This is an optimization exercise on Yosys and OpenROAD, whose aim is small area, a short achievable clock period and few clock cycles, not a production implementation.
In this exercise RTL edits were held to simulation tests only and were not proved equivalent to the original.

--- design/flow/design.v ---
module srsynth_fp_round #(
    parameter W = 48
) (
    input  wire                 sign,
    input  wire signed [13:0]   lsb_exp,
    input  wire [W-1:0]         m,
    input  wire                 sticky,
    output reg  [31:0]          f
);
    integer i;
    reg [7:0]          lz;
    reg [W-1:0]        mn;
    reg signed [13:0]  be;
    reg [13:0]         sh;
    reg [W-1:0]        shifted;
    reg [W-1:0]        mask;
    reg [23:0]         mant;
    reg                g, s;
    reg [30:0]         pk;
    reg                round_up;
    always @* begin
        lz = 8'd0;
        for (i = 0; i < W; i = i + 1)
            if (m[i]) lz = W - 1 - i;
        mn = m << lz;
        be = lsb_exp + (W - 1) + 127 - $signed({6'd0, lz});
        shifted = mn;
        mask    = {W{1'b0}};
        sh      = 14'd0;
        if (be < 1) begin
            sh = 14'd1 - be;
            if (sh > W) begin
                shifted = {W{1'b0}};
                mask    = {W{1'b1}};
            end else begin
                shifted = mn >> sh;
                mask    = ~({W{1'b1}} << sh);
            end
        end
        mant = shifted[W-1 -: 24];
        g    = shifted[W-25];
        s    = sticky | (|shifted[W-26:0]) | (|(mn & mask));
        if (be < 1)
            pk = {8'd0, mant[22:0]};
        else
            pk = {be[7:0], mant[22:0]};
        round_up = g & (s | mant[0]);
        if (m == {W{1'b0}} && !sticky)
            f = {sign, 31'd0};
        else if (be >= 255)
            f = {sign, 8'hFF, 23'd0};
        else
            f = {sign, pk + {30'd0, round_up}};
    end
endmodule
module srsynth_fmul (
    input  wire [31:0] a,
    input  wire [31:0] b,
    output reg  [31:0] y
);
    wire       sa = a[31], sb = b[31];
    wire [7:0] ea = a[30:23], eb = b[30:23];
    wire [22:0] fa = a[22:0], fb = b[22:0];
    wire a_nan  = (ea == 8'hFF) && (fa != 23'd0);
    wire b_nan  = (eb == 8'hFF) && (fb != 23'd0);
    wire a_inf  = (ea == 8'hFF) && (fa == 23'd0);
    wire b_inf  = (eb == 8'hFF) && (fb == 23'd0);
    wire a_zero = (ea == 8'h00) && (fa == 23'd0);
    wire b_zero = (eb == 8'h00) && (fb == 23'd0);
    wire sign   = sa ^ sb;
    wire [23:0] ma = {ea != 8'h00, fa};
    wire [23:0] mb = {eb != 8'h00, fb};
    wire signed [13:0] la = $signed({6'd0, (ea == 8'h00) ? 8'd1 : ea}) - 14'sd150;
    wire signed [13:0] lb = $signed({6'd0, (eb == 8'h00) ? 8'd1 : eb}) - 14'sd150;
    wire [47:0] p = ma * mb;
    wire [31:0] rounded;
    srsynth_fp_round #(.W(48)) u_round (
        .sign    (sign),
        .lsb_exp (la + lb),
        .m       (p),
        .sticky  (1'b0),
        .f       (rounded)
    );
    always @* begin
        if (a_nan || b_nan || (a_inf && b_zero) || (b_inf && a_zero))
            y = 32'h7FC00000;
        else if (a_inf || b_inf)
            y = {sign, 8'hFF, 23'd0};
        else if (a_zero || b_zero)
            y = {sign, 31'd0};
        else
            y = rounded;
    end
endmodule
module srsynth_fdiv (
    input  wire        clk,
    input  wire        rst,
    input  wire        start,
    input  wire [31:0] a,
    input  wire [31:0] b,
    output wire        busy,
    output reg         done,
    output reg  [31:0] q
);
    localparam S_IDLE = 2'd0, S_RUN = 2'd1, S_FIN = 2'd2;
    reg [1:0]          state;
    reg [4:0]          cnt;
    reg [25:0]         rem;
    reg [23:0]         den;
    reg [26:0]         quo;
    reg signed [13:0]  qexp;
    reg                qsign;
    assign busy = (state != S_IDLE);
    wire       sa = a[31], sb = b[31];
    wire [7:0] ea = a[30:23], eb = b[30:23];
    wire [22:0] fa = a[22:0], fb = b[22:0];
    wire a_nan  = (ea == 8'hFF) && (fa != 23'd0);
    wire b_nan  = (eb == 8'hFF) && (fb != 23'd0);
    wire a_inf  = (ea == 8'hFF) && (fa == 23'd0);
    wire b_inf  = (eb == 8'hFF) && (fb == 23'd0);
    wire a_zero = (ea == 8'h00) && (fa == 23'd0);
    wire b_zero = (eb == 8'h00) && (fb == 23'd0);
    wire sign   = sa ^ sb;
    function [28:0] norm24;   
        input [23:0] m;
        integer k;
        reg [4:0] n;
        begin
            n = 5'd0;
            for (k = 0; k < 24; k = k + 1)
                if (m[k]) n = 5'd23 - k[4:0];
            norm24 = {n, m << n};
        end
    endfunction
    wire [28:0] na = norm24({ea != 8'h00, fa});
    wire [28:0] nb = norm24({eb != 8'h00, fb});
    wire signed [13:0] la = $signed({6'd0, (ea == 8'h00) ? 8'd1 : ea}) - 14'sd150 - $signed({9'd0, na[28:24]});
    wire signed [13:0] lb = $signed({6'd0, (eb == 8'h00) ? 8'd1 : eb}) - 14'sd150 - $signed({9'd0, nb[28:24]});
    wire [25:0] rem_sub = rem - {2'b00, den};
    wire        ge      = (rem >= {2'b00, den});
    wire [31:0] rounded;
    srsynth_fp_round #(.W(27)) u_round (
        .sign    (qsign),
        .lsb_exp (qexp),
        .m       (quo),
        .sticky  (rem != 26'd0),
        .f       (rounded)
    );
    always @(posedge clk) begin
        if (rst) begin
            state <= S_IDLE;
            done  <= 1'b0;
        end else begin
            done <= 1'b0;
            case (state)
                S_IDLE: begin
                    if (start) begin
                        if (a_nan || b_nan || (a_inf && b_inf) || (a_zero && b_zero)) begin
                            q    <= 32'h7FC00000;
                            done <= 1'b1;
                        end else if (a_inf || b_zero) begin
                            q    <= {sign, 8'hFF, 23'd0};
                            done <= 1'b1;
                        end else if (a_zero || b_inf) begin
                            q    <= {sign, 31'd0};
                            done <= 1'b1;
                        end else begin
                            rem   <= {2'b00, na[23:0]};
                            den   <= nb[23:0];
                            quo   <= 27'd0;
                            qexp  <= la - lb - 14'sd26;
                            qsign <= sign;
                            cnt   <= 5'd0;
                            state <= S_RUN;
                        end
                    end
                end
                S_RUN: begin
                    quo <= {quo[25:0], ge};
                    rem <= (ge ? rem_sub : rem) << 1;
                    cnt <= cnt + 5'd1;
                    if (cnt == 5'd26)
                        state <= S_FIN;
                end
                S_FIN: begin
                    q     <= rounded;
                    done  <= 1'b1;
                    state <= S_IDLE;
                end
                default: state <= S_IDLE;
            endcase
        end
    end
endmodule
module srsynth_freq_rom (
    input  wire [7:0]  note,
    output reg  [31:0] freq
);
    always @* begin
        case (note)
            8'd0: freq = 32'h4102D012;
            8'd1: freq = 32'h410A9761;
            8'd2: freq = 32'h4112D516;
            8'd3: freq = 32'h411B9041;
            8'd4: freq = 32'h4124D055;
            8'd5: freq = 32'h412E9D36;
            8'd6: freq = 32'h4138FF49;
            8'd7: freq = 32'h4143FF6C;
            8'd8: freq = 32'h414FA6FE;
            8'd9: freq = 32'h415C0000;
            8'd10: freq = 32'h416914F9;
            8'd11: freq = 32'h4176F10E;
            8'd12: freq = 32'h4182D012;
            8'd13: freq = 32'h418A9761;
            8'd14: freq = 32'h4192D516;
            8'd15: freq = 32'h419B9041;
            8'd16: freq = 32'h41A4D055;
            8'd17: freq = 32'h41AE9D36;
            8'd18: freq = 32'h41B8FF49;
            8'd19: freq = 32'h41C3FF6C;
            8'd20: freq = 32'h41CFA6FE;
            8'd21: freq = 32'h41DC0000;
            8'd22: freq = 32'h41E914F5;
            8'd23: freq = 32'h41F6F112;
            8'd24: freq = 32'h4202D012;
            8'd25: freq = 32'h420A9760;
            8'd26: freq = 32'h4212D518;
            8'd27: freq = 32'h421B9041;
            8'd28: freq = 32'h4224D053;
            8'd29: freq = 32'h422E9D37;
            8'd30: freq = 32'h4238FF49;
            8'd31: freq = 32'h4243FF69;
            8'd32: freq = 32'h424FA701;
            8'd33: freq = 32'h425C0000;
            8'd34: freq = 32'h426914F5;
            8'd35: freq = 32'h4276F112;
            8'd36: freq = 32'h4282D012;
            8'd37: freq = 32'h428A9760;
            8'd38: freq = 32'h4292D518;
            8'd39: freq = 32'h429B9041;
            8'd40: freq = 32'h42A4D053;
            8'd41: freq = 32'h42AE9D37;
            8'd42: freq = 32'h42B8FF49;
            8'd43: freq = 32'h42C3FF69;
            8'd44: freq = 32'h42CFA701;
            8'd45: freq = 32'h42DC0000;
            8'd46: freq = 32'h42E914F7;
            8'd47: freq = 32'h42F6F110;
            8'd48: freq = 32'h4302D012;
            8'd49: freq = 32'h430A9761;
            8'd50: freq = 32'h4312D517;
            8'd51: freq = 32'h431B9041;
            8'd52: freq = 32'h4324D054;
            8'd53: freq = 32'h432E9D37;
            8'd54: freq = 32'h4338FF49;
            8'd55: freq = 32'h4343FF6B;
            8'd56: freq = 32'h434FA700;
            8'd57: freq = 32'h435C0000;
            8'd58: freq = 32'h436914F5;
            8'd59: freq = 32'h4376F110;
            8'd60: freq = 32'h4382D012;
            8'd61: freq = 32'h438A9761;
            8'd62: freq = 32'h4392D517;
            8'd63: freq = 32'h439B9041;
            8'd64: freq = 32'h43A4D054;
            8'd65: freq = 32'h43AE9D37;
            8'd66: freq = 32'h43B8FF49;
            8'd67: freq = 32'h43C3FF6A;
            8'd68: freq = 32'h43CFA700;
            8'd69: freq = 32'h43DC0000;
            8'd70: freq = 32'h43E914F7;
            8'd71: freq = 32'h43F6F110;
            8'd72: freq = 32'h4402D012;
            8'd73: freq = 32'h440A9761;
            8'd74: freq = 32'h4412D517;
            8'd75: freq = 32'h441B9041;
            8'd76: freq = 32'h4424D054;
            8'd77: freq = 32'h442E9D37;
            8'd78: freq = 32'h4438FF49;
            8'd79: freq = 32'h4443FF6A;
            8'd80: freq = 32'h444FA700;
            8'd81: freq = 32'h445C0000;
            8'd82: freq = 32'h446914F7;
            8'd83: freq = 32'h4476F110;
            8'd84: freq = 32'h4482D012;
            8'd85: freq = 32'h448A9761;
            8'd86: freq = 32'h4492D517;
            8'd87: freq = 32'h449B9041;
            8'd88: freq = 32'h44A4D054;
            8'd89: freq = 32'h44AE9D37;
            8'd90: freq = 32'h44B8FF49;
            8'd91: freq = 32'h44C3FF6B;
            8'd92: freq = 32'h44CFA700;
            8'd93: freq = 32'h44DC0000;
            8'd94: freq = 32'h44E914F5;
            8'd95: freq = 32'h44F6F112;
            8'd96: freq = 32'h4502D012;
            8'd97: freq = 32'h450A9760;
            8'd98: freq = 32'h4512D518;
            8'd99: freq = 32'h451B9041;
            8'd100: freq = 32'h4524D053;
            8'd101: freq = 32'h452E9D37;
            8'd102: freq = 32'h4538FF49;
            8'd103: freq = 32'h4543FF69;
            8'd104: freq = 32'h454FA701;
            8'd105: freq = 32'h455C0000;
            8'd106: freq = 32'h456914F5;
            8'd107: freq = 32'h4576F112;
            8'd108: freq = 32'h4582D012;
            8'd109: freq = 32'h458A9760;
            8'd110: freq = 32'h4592D518;
            8'd111: freq = 32'h459B9041;
            8'd112: freq = 32'h45A4D053;
            8'd113: freq = 32'h45AE9D37;
            8'd114: freq = 32'h45B8FF49;
            8'd115: freq = 32'h45C3FF69;
            8'd116: freq = 32'h45CFA701;
            8'd117: freq = 32'h45DC0000;
            8'd118: freq = 32'h45E914F9;
            8'd119: freq = 32'h45F6F10E;
            8'd120: freq = 32'h4602D012;
            8'd121: freq = 32'h460A9761;
            8'd122: freq = 32'h4612D516;
            8'd123: freq = 32'h461B9041;
            8'd124: freq = 32'h4624D055;
            8'd125: freq = 32'h462E9D36;
            8'd126: freq = 32'h4638FF49;
            8'd127: freq = 32'h4643FF6C;
            8'd128: freq = 32'h464FA6FE;
            8'd129: freq = 32'h465C0000;
            8'd130: freq = 32'h466914F9;
            8'd131: freq = 32'h4676F10E;
            8'd132: freq = 32'h4682D012;
            8'd133: freq = 32'h468A9761;
            8'd134: freq = 32'h4692D516;
            8'd135: freq = 32'h469B9041;
            8'd136: freq = 32'h46A4D055;
            8'd137: freq = 32'h46AE9D36;
            8'd138: freq = 32'h46B8FF49;
            8'd139: freq = 32'h46C3FF6C;
            8'd140: freq = 32'h46CFA6FE;
            8'd141: freq = 32'h46DC0000;
            8'd142: freq = 32'h46E914F9;
            8'd143: freq = 32'h46F6F10E;
            8'd144: freq = 32'h4702D012;
            8'd145: freq = 32'h470A9761;
            8'd146: freq = 32'h4712D516;
            8'd147: freq = 32'h471B9041;
            8'd148: freq = 32'h4724D055;
            8'd149: freq = 32'h472E9D36;
            8'd150: freq = 32'h4738FF49;
            8'd151: freq = 32'h4743FF6C;
            8'd152: freq = 32'h474FA6FE;
            8'd153: freq = 32'h475C0000;
            8'd154: freq = 32'h476914F9;
            8'd155: freq = 32'h4776F10E;
            8'd156: freq = 32'h4782D012;
            8'd157: freq = 32'h478A9761;
            8'd158: freq = 32'h4792D516;
            8'd159: freq = 32'h479B9041;
            8'd160: freq = 32'h47A4D055;
            8'd161: freq = 32'h47AE9D36;
            8'd162: freq = 32'h47B8FF49;
            8'd163: freq = 32'h47C3FF6C;
            8'd164: freq = 32'h47CFA6FE;
            8'd165: freq = 32'h47DC0000;
            8'd166: freq = 32'h47E914F3;
            8'd167: freq = 32'h47F6F113;
            8'd168: freq = 32'h4802D012;
            8'd169: freq = 32'h480A975E;
            8'd170: freq = 32'h4812D519;
            8'd171: freq = 32'h481B9041;
            8'd172: freq = 32'h4824D051;
            8'd173: freq = 32'h482E9D39;
            8'd174: freq = 32'h4838FF49;
            8'd175: freq = 32'h4843FF68;
            8'd176: freq = 32'h484FA704;
            8'd177: freq = 32'h485C0000;
            8'd178: freq = 32'h486914F3;
            8'd179: freq = 32'h4876F113;
            8'd180: freq = 32'h4882D012;
            8'd181: freq = 32'h488A975E;
            8'd182: freq = 32'h4892D519;
            8'd183: freq = 32'h489B9041;
            8'd184: freq = 32'h48A4D051;
            8'd185: freq = 32'h48AE9D39;
            8'd186: freq = 32'h48B8FF49;
            8'd187: freq = 32'h48C3FF68;
            8'd188: freq = 32'h48CFA704;
            8'd189: freq = 32'h48DC0000;
            8'd190: freq = 32'h48E914F3;
            8'd191: freq = 32'h48F6F113;
            8'd192: freq = 32'h4902D012;
            8'd193: freq = 32'h490A975E;
            8'd194: freq = 32'h4912D519;
            8'd195: freq = 32'h491B9041;
            8'd196: freq = 32'h4924D051;
            8'd197: freq = 32'h492E9D39;
            8'd198: freq = 32'h4938FF49;
            8'd199: freq = 32'h4943FF68;
            8'd200: freq = 32'h494FA704;
            8'd201: freq = 32'h495C0000;
            8'd202: freq = 32'h496914F3;
            8'd203: freq = 32'h4976F113;
            8'd204: freq = 32'h4982D012;
            8'd205: freq = 32'h498A975E;
            8'd206: freq = 32'h4992D519;
            8'd207: freq = 32'h499B9041;
            8'd208: freq = 32'h49A4D051;
            8'd209: freq = 32'h49AE9D39;
            8'd210: freq = 32'h49B8FF49;
            8'd211: freq = 32'h49C3FF68;
            8'd212: freq = 32'h49CFA704;
            8'd213: freq = 32'h49DC0000;
            8'd214: freq = 32'h49E914F3;
            8'd215: freq = 32'h49F6F113;
            8'd216: freq = 32'h4A02D012;
            8'd217: freq = 32'h4A0A975E;
            8'd218: freq = 32'h4A12D519;
            8'd219: freq = 32'h4A1B9041;
            8'd220: freq = 32'h4A24D051;
            8'd221: freq = 32'h4A2E9D39;
            8'd222: freq = 32'h4A38FF49;
            8'd223: freq = 32'h4A43FF68;
            8'd224: freq = 32'h4A4FA704;
            8'd225: freq = 32'h4A5C0000;
            8'd226: freq = 32'h4A6914F3;
            8'd227: freq = 32'h4A76F113;
            8'd228: freq = 32'h4A82D012;
            8'd229: freq = 32'h4A8A975E;
            8'd230: freq = 32'h4A92D519;
            8'd231: freq = 32'h4A9B9041;
            8'd232: freq = 32'h4AA4D051;
            8'd233: freq = 32'h4AAE9D39;
            8'd234: freq = 32'h4AB8FF49;
            8'd235: freq = 32'h4AC3FF68;
            8'd236: freq = 32'h4ACFA704;
            8'd237: freq = 32'h4ADC0000;
            8'd238: freq = 32'h4AE914F3;
            8'd239: freq = 32'h4AF6F113;
            8'd240: freq = 32'h4B02D012;
            8'd241: freq = 32'h4B0A975E;
            8'd242: freq = 32'h4B12D519;
            8'd243: freq = 32'h4B1B9041;
            8'd244: freq = 32'h4B24D051;
            8'd245: freq = 32'h4B2E9D39;
            8'd246: freq = 32'h4B38FF49;
            8'd247: freq = 32'h4B43FF68;
            8'd248: freq = 32'h4B4FA704;
            8'd249: freq = 32'h4B5C0000;
            8'd250: freq = 32'h4B6914F3;
            8'd251: freq = 32'h4B76F113;
            8'd252: freq = 32'h4B82D012;
            8'd253: freq = 32'h4B8A975E;
            8'd254: freq = 32'h4B92D519;
            8'd255: freq = 32'h4B9B9041;
            default: freq = 32'd0;
        endcase
    end
endmodule
module srsynth_voice (
    input  wire        clk,
    input  wire        rst,
    input  wire        cmd_valid,
    output wire        cmd_ready,
    input  wire [1:0]  cmd_op,
    input  wire [31:0] cmd_a,
    input  wire [31:0] cmd_b,
    input  wire        cmd_env,
    output reg         done,
    output reg  [31:0] sample_rate,
    output reg  [31:0] attack_s,
    output reg  [31:0] release_s,
    output reg         env_en,
    output reg  [7:0]  active,
    output reg  [31:0] freq,
    output reg  [31:0] peak,
    output reg  [31:0] inc,
    output reg  [31:0] slope
);
    localparam [31:0] F_ZERO    = 32'h00000000;
    localparam [31:0] F_ONE     = 32'h3F800000;
    localparam [31:0] F_M_ONE   = 32'hBF800000;
    localparam [31:0] F_HALF    = 32'h3F000000;
    localparam [31:0] F_127     = 32'h42FE0000;
    localparam [31:0] F_TWO_PI  = 32'h40C90FDB;
    localparam [31:0] F_10MS    = 32'h3C23D70A;
    localparam [3:0] S_IDLE     = 4'd0,
                     S_PK_DIV   = 4'd1,    
                     S_PK_WAIT  = 4'd2,    
                     S_INC_MUL  = 4'd3,    
                     S_INC_DIV  = 4'd4,    
                     S_INC_WAIT = 4'd5,    
                     S_ATK_MUL  = 4'd6,    
                     S_REL_MUL  = 4'd7,    
                     S_SL_DIV   = 4'd8,    
                     S_SL_WAIT  = 4'd9;    
    reg [3:0]  state;
    reg [7:0]  note_r;
    reg [7:0]  vel_r;
    reg [31:0] tmp;
    reg        slope_neg;
    assign cmd_ready = (state == S_IDLE);
    wire [3:0] nib = cmd_a[23:20];
    wire [7:0] d1  = cmd_a[15:8];
    wire [7:0] d2  = cmd_a[7:0];
    wire is_off = (nib == 4'h8) || (nib == 4'h9 && d2 == 8'd0);
    wire is_on  = (nib == 4'h9) && (d2 != 8'd0);
    function [31:0] i2f8;
        input [7:0] v;
        integer k;
        reg [3:0] msb;
        reg [7:0] m;
        begin
            msb = 4'd0;
            for (k = 0; k < 8; k = k + 1)
                if (v[k]) msb = k[3:0];
            m = v << (4'd7 - msb);
            i2f8 = (v == 8'd0) ? 32'd0 : {1'b0, 8'd127 + {4'd0, msb}, m[6:0], 16'd0};
        end
    endfunction
    reg  [31:0] mul_a, mul_b;
    wire [31:0] mul_y;
    srsynth_fmul u_mul (.a(mul_a), .b(mul_b), .y(mul_y));
    reg         div_start;
    reg  [31:0] div_a, div_b;
    wire        div_busy, div_done;
    wire [31:0] div_q;
    srsynth_fdiv u_div (
        .clk(clk), .rst(rst), .start(div_start), .a(div_a), .b(div_b),
        .busy(div_busy), .done(div_done), .q(div_q)
    );
    wire [31:0] rom_freq;
    srsynth_freq_rom u_rom (.note(note_r), .freq(rom_freq));
    always @* begin
        mul_a     = div_q;
        mul_b     = F_HALF;
        div_start = 1'b0;
        div_a     = tmp;
        div_b     = sample_rate;
        case (state)
            S_PK_DIV: begin
                div_start = 1'b1;
                div_a     = i2f8(vel_r);
                div_b     = F_127;
            end
            S_INC_MUL: begin
                mul_a = freq;
                mul_b = F_TWO_PI;
            end
            S_INC_DIV: begin
                div_start = 1'b1;
                div_a     = tmp;
                div_b     = sample_rate;
            end
            S_ATK_MUL: begin
                mul_a = sample_rate;
                mul_b = attack_s;
            end
            S_REL_MUL: begin
                mul_a = sample_rate;
                mul_b = release_s;
            end
            S_SL_DIV: begin
                div_start = 1'b1;
                div_a     = slope_neg ? F_M_ONE : F_ONE;
                div_b     = tmp;
            end
            default: ;
        endcase
    end
    always @(posedge clk) begin
        if (rst) begin
            state       <= S_IDLE;
            done        <= 1'b0;
            sample_rate <= F_ZERO;
            attack_s    <= F_10MS;
            release_s   <= F_10MS;
            env_en      <= 1'b1;
            active      <= 8'd0;
            freq        <= F_ZERO;
            peak        <= F_ZERO;
            inc         <= F_ZERO;
            slope       <= F_ZERO;
            note_r      <= 8'd0;
            vel_r       <= 8'd0;
            tmp         <= F_ZERO;
            slope_neg   <= 1'b0;
        end else begin
            done <= 1'b0;
            case (state)
                S_IDLE: begin
                    if (cmd_valid) begin
                        case (cmd_op)
                            2'd0: begin
                                sample_rate <= cmd_a;
                                active      <= 8'd0;
                                freq        <= F_ZERO;
                                peak        <= F_ZERO;
                                inc         <= F_ZERO;
                                slope       <= F_ZERO;
                                done        <= 1'b1;
                            end
                            2'd1: begin
                                env_en    <= cmd_env;
                                attack_s  <= cmd_a;
                                release_s <= cmd_b;
                                done      <= 1'b1;
                            end
                            2'd2: begin
                                if (is_on) begin
                                    active <= d1;
                                    note_r <= d1;
                                    vel_r  <= d2;
                                    state  <= S_PK_DIV;
                                end else if (is_off && d1 == active) begin
                                    active <= 8'd0;
                                    state  <= S_REL_MUL;
                                end else begin
                                    done <= 1'b1;
                                end
                            end
                            default: done <= 1'b1;
                        endcase
                    end
                end
                S_PK_DIV:  state <= S_PK_WAIT;
                S_PK_WAIT: begin
                    if (div_done) begin
                        peak  <= mul_y;
                        freq  <= rom_freq;
                        state <= S_INC_MUL;
                    end
                end
                S_INC_MUL: begin
                    tmp   <= mul_y;
                    state <= S_INC_DIV;
                end
                S_INC_DIV: state <= S_INC_WAIT;
                S_INC_WAIT: begin
                    if (div_done) begin
                        inc   <= div_q;
                        state <= S_ATK_MUL;
                    end
                end
                S_ATK_MUL: begin
                    tmp       <= mul_y;
                    slope_neg <= 1'b0;
                    state     <= S_SL_DIV;
                end
                S_REL_MUL: begin
                    tmp       <= mul_y;
                    slope_neg <= 1'b1;
                    state     <= S_SL_DIV;
                end
                S_SL_DIV: state <= S_SL_WAIT;
                S_SL_WAIT: begin
                    if (div_done) begin
                        slope <= div_q;
                        done  <= 1'b1;
                        state <= S_IDLE;
                    end
                end
                default: state <= S_IDLE;
            endcase
        end
    end
endmodule
--- design/flow/run.sh ---
#!/bin/bash
# synth_recipe.tcl (not shown) runs the flow's synth.tcl, then flattens the netlist and writes it again
# the make line also repeats each setting of config.mk as NAME=value (left out here)
make -C /OpenROAD-flow-scripts/flow DESIGN_CONFIG=/design/flow/config.mk WORK_HOME=/design/flow/orfs CLKGATE_MAP_FILE= SYNTH_SCRIPT=/design/flow/synth_recipe.tcl finish
--- design/flow/config.mk ---
export PLATFORM = sky130hd
export DESIGN_NAME = srsynth_voice
export DESIGN_NICKNAME = srsynth_voice
export VERILOG_FILES = /design/flow/design.v
export SDC_FILE = /design/flow/constraint.sdc
export NUM_CORES = 4
export LEC_CHECK = 0
export CAP_MARGIN = 40
export CORE_MARGIN = 2
export CORE_UTILIZATION = 35
export SLEW_MARGIN = 20
export SYNTH_MEMORY_MAX_BITS = 8192
--- design/flow/constraint.sdc ---
create_clock -name core_clock -period 22.0 [get_ports {clk}]
set_input_delay 4.4000 -clock core_clock [delete_from_list [all_inputs] [get_ports {clk}]]
set_output_delay 4.4000 -clock core_clock [all_outputs]
set_load 0.01 [all_outputs]
==> results.txt <==
## metrics by stage
stage          cell area, um^2  hold slack [ns]  instances
3_3_place_gp             70500            0.421      11100
5_1_grt                  72800            0.444      11300
3_5_place_dp             70800            0.425      11200
4_1_cts                  72700            0.434      11300
2_1_floorplan            64600            0.417       8743
6_report                 72800            0.433      11300
## final timing paths
path,from,to,slack (ns)
min,rom_freq[23],freq[23],0.43
max reg2reg,state[1],peak[24],1.59
max,state[1],peak[24],1.59
min reg2reg,rom_freq[23],freq[23],0.43
## state kept, by name, summed over array words and instances, names as in the netlist, 27 cells and up
register and flops:
attack_s 32, tmp 32, u_div.quo 27, peak 32, release_s 32, sample_rate 32
freq 29, inc 32, slope 32, rom_freq 28, u_div.q 32
## per-layer routing
layer / part of all wire [%] / track usage [%] / vias up
li1: - / - / 31200
met1: 40 / 45.9 / 35700
met2: 43 / 53.0 / 4270
met3: 9.6 / 7.10 / 830
met4: 7.6 / 22.4 / 18
met5: 0.034 / 0 / -
## cell families (layout without fill, tap and decap cells)
kind of cell | after synthesis | count (layout) | share of synthesized area (%)
compound gates | 2482 | 2482 | 26.1
xor+xnor | 152 | 152 | 2.06
fa+ha+maj | 788 | 788 | 21.1
buf+inv | 1293 | 1390 | 7.74
flops | 444 | 444 | 15.8
mux | 212 | 212 | 3.79
other cells | 1 | 13 | 0.00581
simple gates | 3369 | 3369 | 23.4
## Yosys cell counts, types with 24 or more instances
cell type / number
sky130_fd_sc_hd__o21a_1: 37
sky130_fd_sc_hd__a21boi_0: 30
sky130_fd_sc_hd__o31ai_1: 51
sky130_fd_sc_hd__nor2b_1: 33
sky130_fd_sc_hd__a21o_1: 89
sky130_fd_sc_hd__dfxtp_1: 315
sky130_fd_sc_hd__a21oi_1: 665
sky130_fd_sc_hd__a211oi_1: 116
sky130_fd_sc_hd__a22o_1: 67
sky130_fd_sc_hd__and2_1: 69
sky130_fd_sc_hd__buf_2: 41
sky130_fd_sc_hd__buf_1: 60
sky130_fd_sc_hd__mux2_2: 47
sky130_fd_sc_hd__nor3_1: 199
sky130_fd_sc_hd__a31oi_1: 98
sky130_fd_sc_hd__o21bai_1: 26
sky130_fd_sc_hd__a221oi_1: 48
sky130_fd_sc_hd__or2_2: 64
sky130_fd_sc_hd__a2111oi_0: 34
sky130_fd_sc_hd__ha_1: 285
sky130_fd_sc_hd__mux2i_1: 143
sky130_fd_sc_hd__o22ai_1: 115
sky130_fd_sc_hd__o2111ai_1: 24
sky130_fd_sc_hd__o32ai_1: 25
sky130_fd_sc_hd__nor2_1: 1102
sky130_fd_sc_hd__nand2b_1: 66
sky130_fd_sc_hd__edfxtp_1: 129
sky130_fd_sc_hd__and3_1: 46
sky130_fd_sc_hd__o21ai_0: 389
sky130_fd_sc_hd__o21ai_1: 33
sky130_fd_sc_hd__o221ai_1: 58
sky130_fd_sc_hd__fa_1: 503
sky130_fd_sc_hd__xor2_1: 58
sky130_fd_sc_hd__nand3_1: 335
sky130_fd_sc_hd__inv_1: 681
sky130_fd_sc_hd__clkbuf_1: 475
sky130_fd_sc_hd__a22oi_1: 140
sky130_fd_sc_hd__nor4_1: 86
sky130_fd_sc_hd__nand2_1: 1101
sky130_fd_sc_hd__o211ai_1: 119
sky130_fd_sc_hd__a311oi_1: 26
sky130_fd_sc_hd__nand4_1: 109
sky130_fd_sc_hd__xnor2_1: 94
sky130_fd_sc_hd__or3_1: 55
## cell type report
type	count	area share (%)
inverters	692	3.57
repair buffers	595	7.31
diodes	10	0.0344
multi-input cells	7006	68.4
flip-flops and latches	444	14.0
well taps	2464	4.23
clock buffers	70	2.04
clock inverters	33	0.476
## worst max-delay path: cells and delay by family (launching register included)
kind | cells | cell delay (ns)
AND/OR/NAND/NOR | 22 | 7.70
adder cells (fa/ha/maj) | 13 | 5.62
AO/OA/AOI/OAI | 13 | 3.71
buffers and inverters | 10 | 2.34
flip-flops | 1 | 0.62
XOR/XNOR | 1 | 0.19
==> flow_metrics.tcl <==
set metrics [dict create \
    timing_hold_violations_final 0 \
    cts_sink_cnt 444 \
    start_kind "flip-flop" \
    placement.setup.worst_slack_ns 2.21 \
    grt_max_degree 95 \
    cts_buffers 55 \
    mostFrequentLayoutCells "1099 x sky130_fd_sc_hd__nand2_1, 1097 x sky130_fd_sc_hd__nor2_1, 680 x sky130_fd_sc_hd__inv_1" \
    post_synth_inst_count 8741 \
    critical_path_required_ns 22.59 \
    post-cts-setup-buffers 0 \
    netlist.top_cell.by_area "sky130_fd_sc_hd__fa_1" \
    layout.filler_cells 19200 \
    seq_area_frac_synth_pct 15.8 \
    buffers_added_on_ports 301 \
    tightest_slew_ns 1.03 \
    drt_iter0_drc 9684 \
    gp_routability_congestion 1.09 \
    cts_buffer_depth 3 \
    cts_repair_resize_count 0 \
    cts_root_buf "sky130_fd_sc_hd__clkbuf_16" \
    vias_per_cell 6.36 \
    insertion_delay_ns 0.75 \
    multi_input_gate_area_in_the_final_layout_um2 49800 \
    status "complete, no violations" \
    clock_tree.htree_level_count 2 \
    grt_setup_unrepaired "false" \
    coreArea_um2 183000 \
    cts_hold_repair.buffers 0 \
    worst_path_arrival_time_ns 21.00 \
    timing.setup.critical_path_class "reg -> reg" \
    critPathCaptureType "flip-flop" \
    report.final.slew_viol_count 0 \
    synthArstFlopShare_pct 0 \
    hold_path_depth 2 \
    time_the_final_worst_path_needs_with_i_o_delays_and_setup_ns 20.41 \
    layout.core_utilization_pct 39.8 \
    drcViolationCount 0 \
    final_net_count 9652 \
    cts.clk_slew.worst_paths_ns 0.06 \
    initial_utilization_pct 35.3 \
    sequential_area_um2 10200 \
    number_of_antenna_violations_at_the_first_check_in_global_routing 21 \
    route.vias.total 72000 \
    average_cell_area_after_synthesis_um2 7.39 \
    yosysUniqueCellTypes 135 \
    relSlewSlack_pct 31.4 \
    die_width_um 433 \
    final_layout_size_suffix_gt1_share_pct 7.82 \
    drt_pre_antenna_iters 8 \
    predominant_post_synthesis_flop_cell "sky130_fd_sc_hd__dfxtp_1" \
    critical_path.most_common_cell "sky130_fd_sc_hd__fa_1" \
    cts_tree "done" \
    die-height_um 433 \
    fmaxAchievable_ghz 0.0490 \
    area_growth_syn_to_layout_pct 12.8 \
    wl_final_mm 341 \
    worst-r2r-cell-count 59 \
    grt_first_pass_wirelength_mm 489 \
    final.period_utilization_pct 92.8 \
    vias_in_the_first_global_route 68300 \
    hold_path.class "reg -> reg" \
    row_count 157 \
    post_synthesis_instance_area_um2 64600 \
    final.setup.tns_ns 0 \
    synth.ff_latch_count 444 \
    yosys_warnings 6 \
    crit_path_max_fanout 38 \
    slowest_stage "sky130_fd_sc_hd__a21oi_2" \
    grt.total_usage_pct 35.2 \
    die_area_um2 188000 \
    setup_slack_ns 1.59 \
    worst_path_largest_cell_delay_ns 0.73 \
    drv.max_cap_violation_count 0 \
    place.detailed.hpwl_mm 266 \
    setup_viol 0 \
    synthTopCellsByArea "sky130_fd_sc_hd__fa_1 16%, sky130_fd_sc_hd__dfxtp_1 9.8%, sky130_fd_sc_hd__nor2_1 6.4%, sky130_fd_sc_hd__nand2_1 6.4%, sky130_fd_sc_hd__edfxtp_1 6.0%" \
    synth_top_cell_area_share_pct 15.6 \
    num_io_pins 305 \
    grt_remaining_overflow 0 \
    synth_enable_flop_cells 129 \
    ant_nets 0 \
    drt-wirelength-per-cell_um 30.2 \
    mostFrequentLayoutCell "sky130_fd_sc_hd__nand2_1" \
    finalClockSkew_ns 0.0690 \
]
Testbench counts, summed over its fixed seeds: cycles 165,482.

-- afterwards: timing with drivers on the ports --
The results above use ideal ports. As a check the final layout listed here was re-extracted and re-timed, cells and wires unchanged. Step 1 sets driving cells, clkbuf_16 on the clock port and buf_2 on the other inputs (assumed; they add their load-dependent delay and slew). Step 2 also shifts input and output timing later by t, the mid clock arrival at the registers, as if the neighbouring blocks saw the same clock. a / b / c = ideal ports / drivers / drivers and shift; a / b = the first two.
shift t [ns]: 0.794
setup slack, ns: 1.587 / 1.587 / 1.587
worst slew at a driven data input, ns: 0.09
cell pins on the clock port's net: 1
After both steps this run still meets setup and hold. The setup slack of this run moves by 0.000 ns with the drivers and by 0.000 ns with both steps.
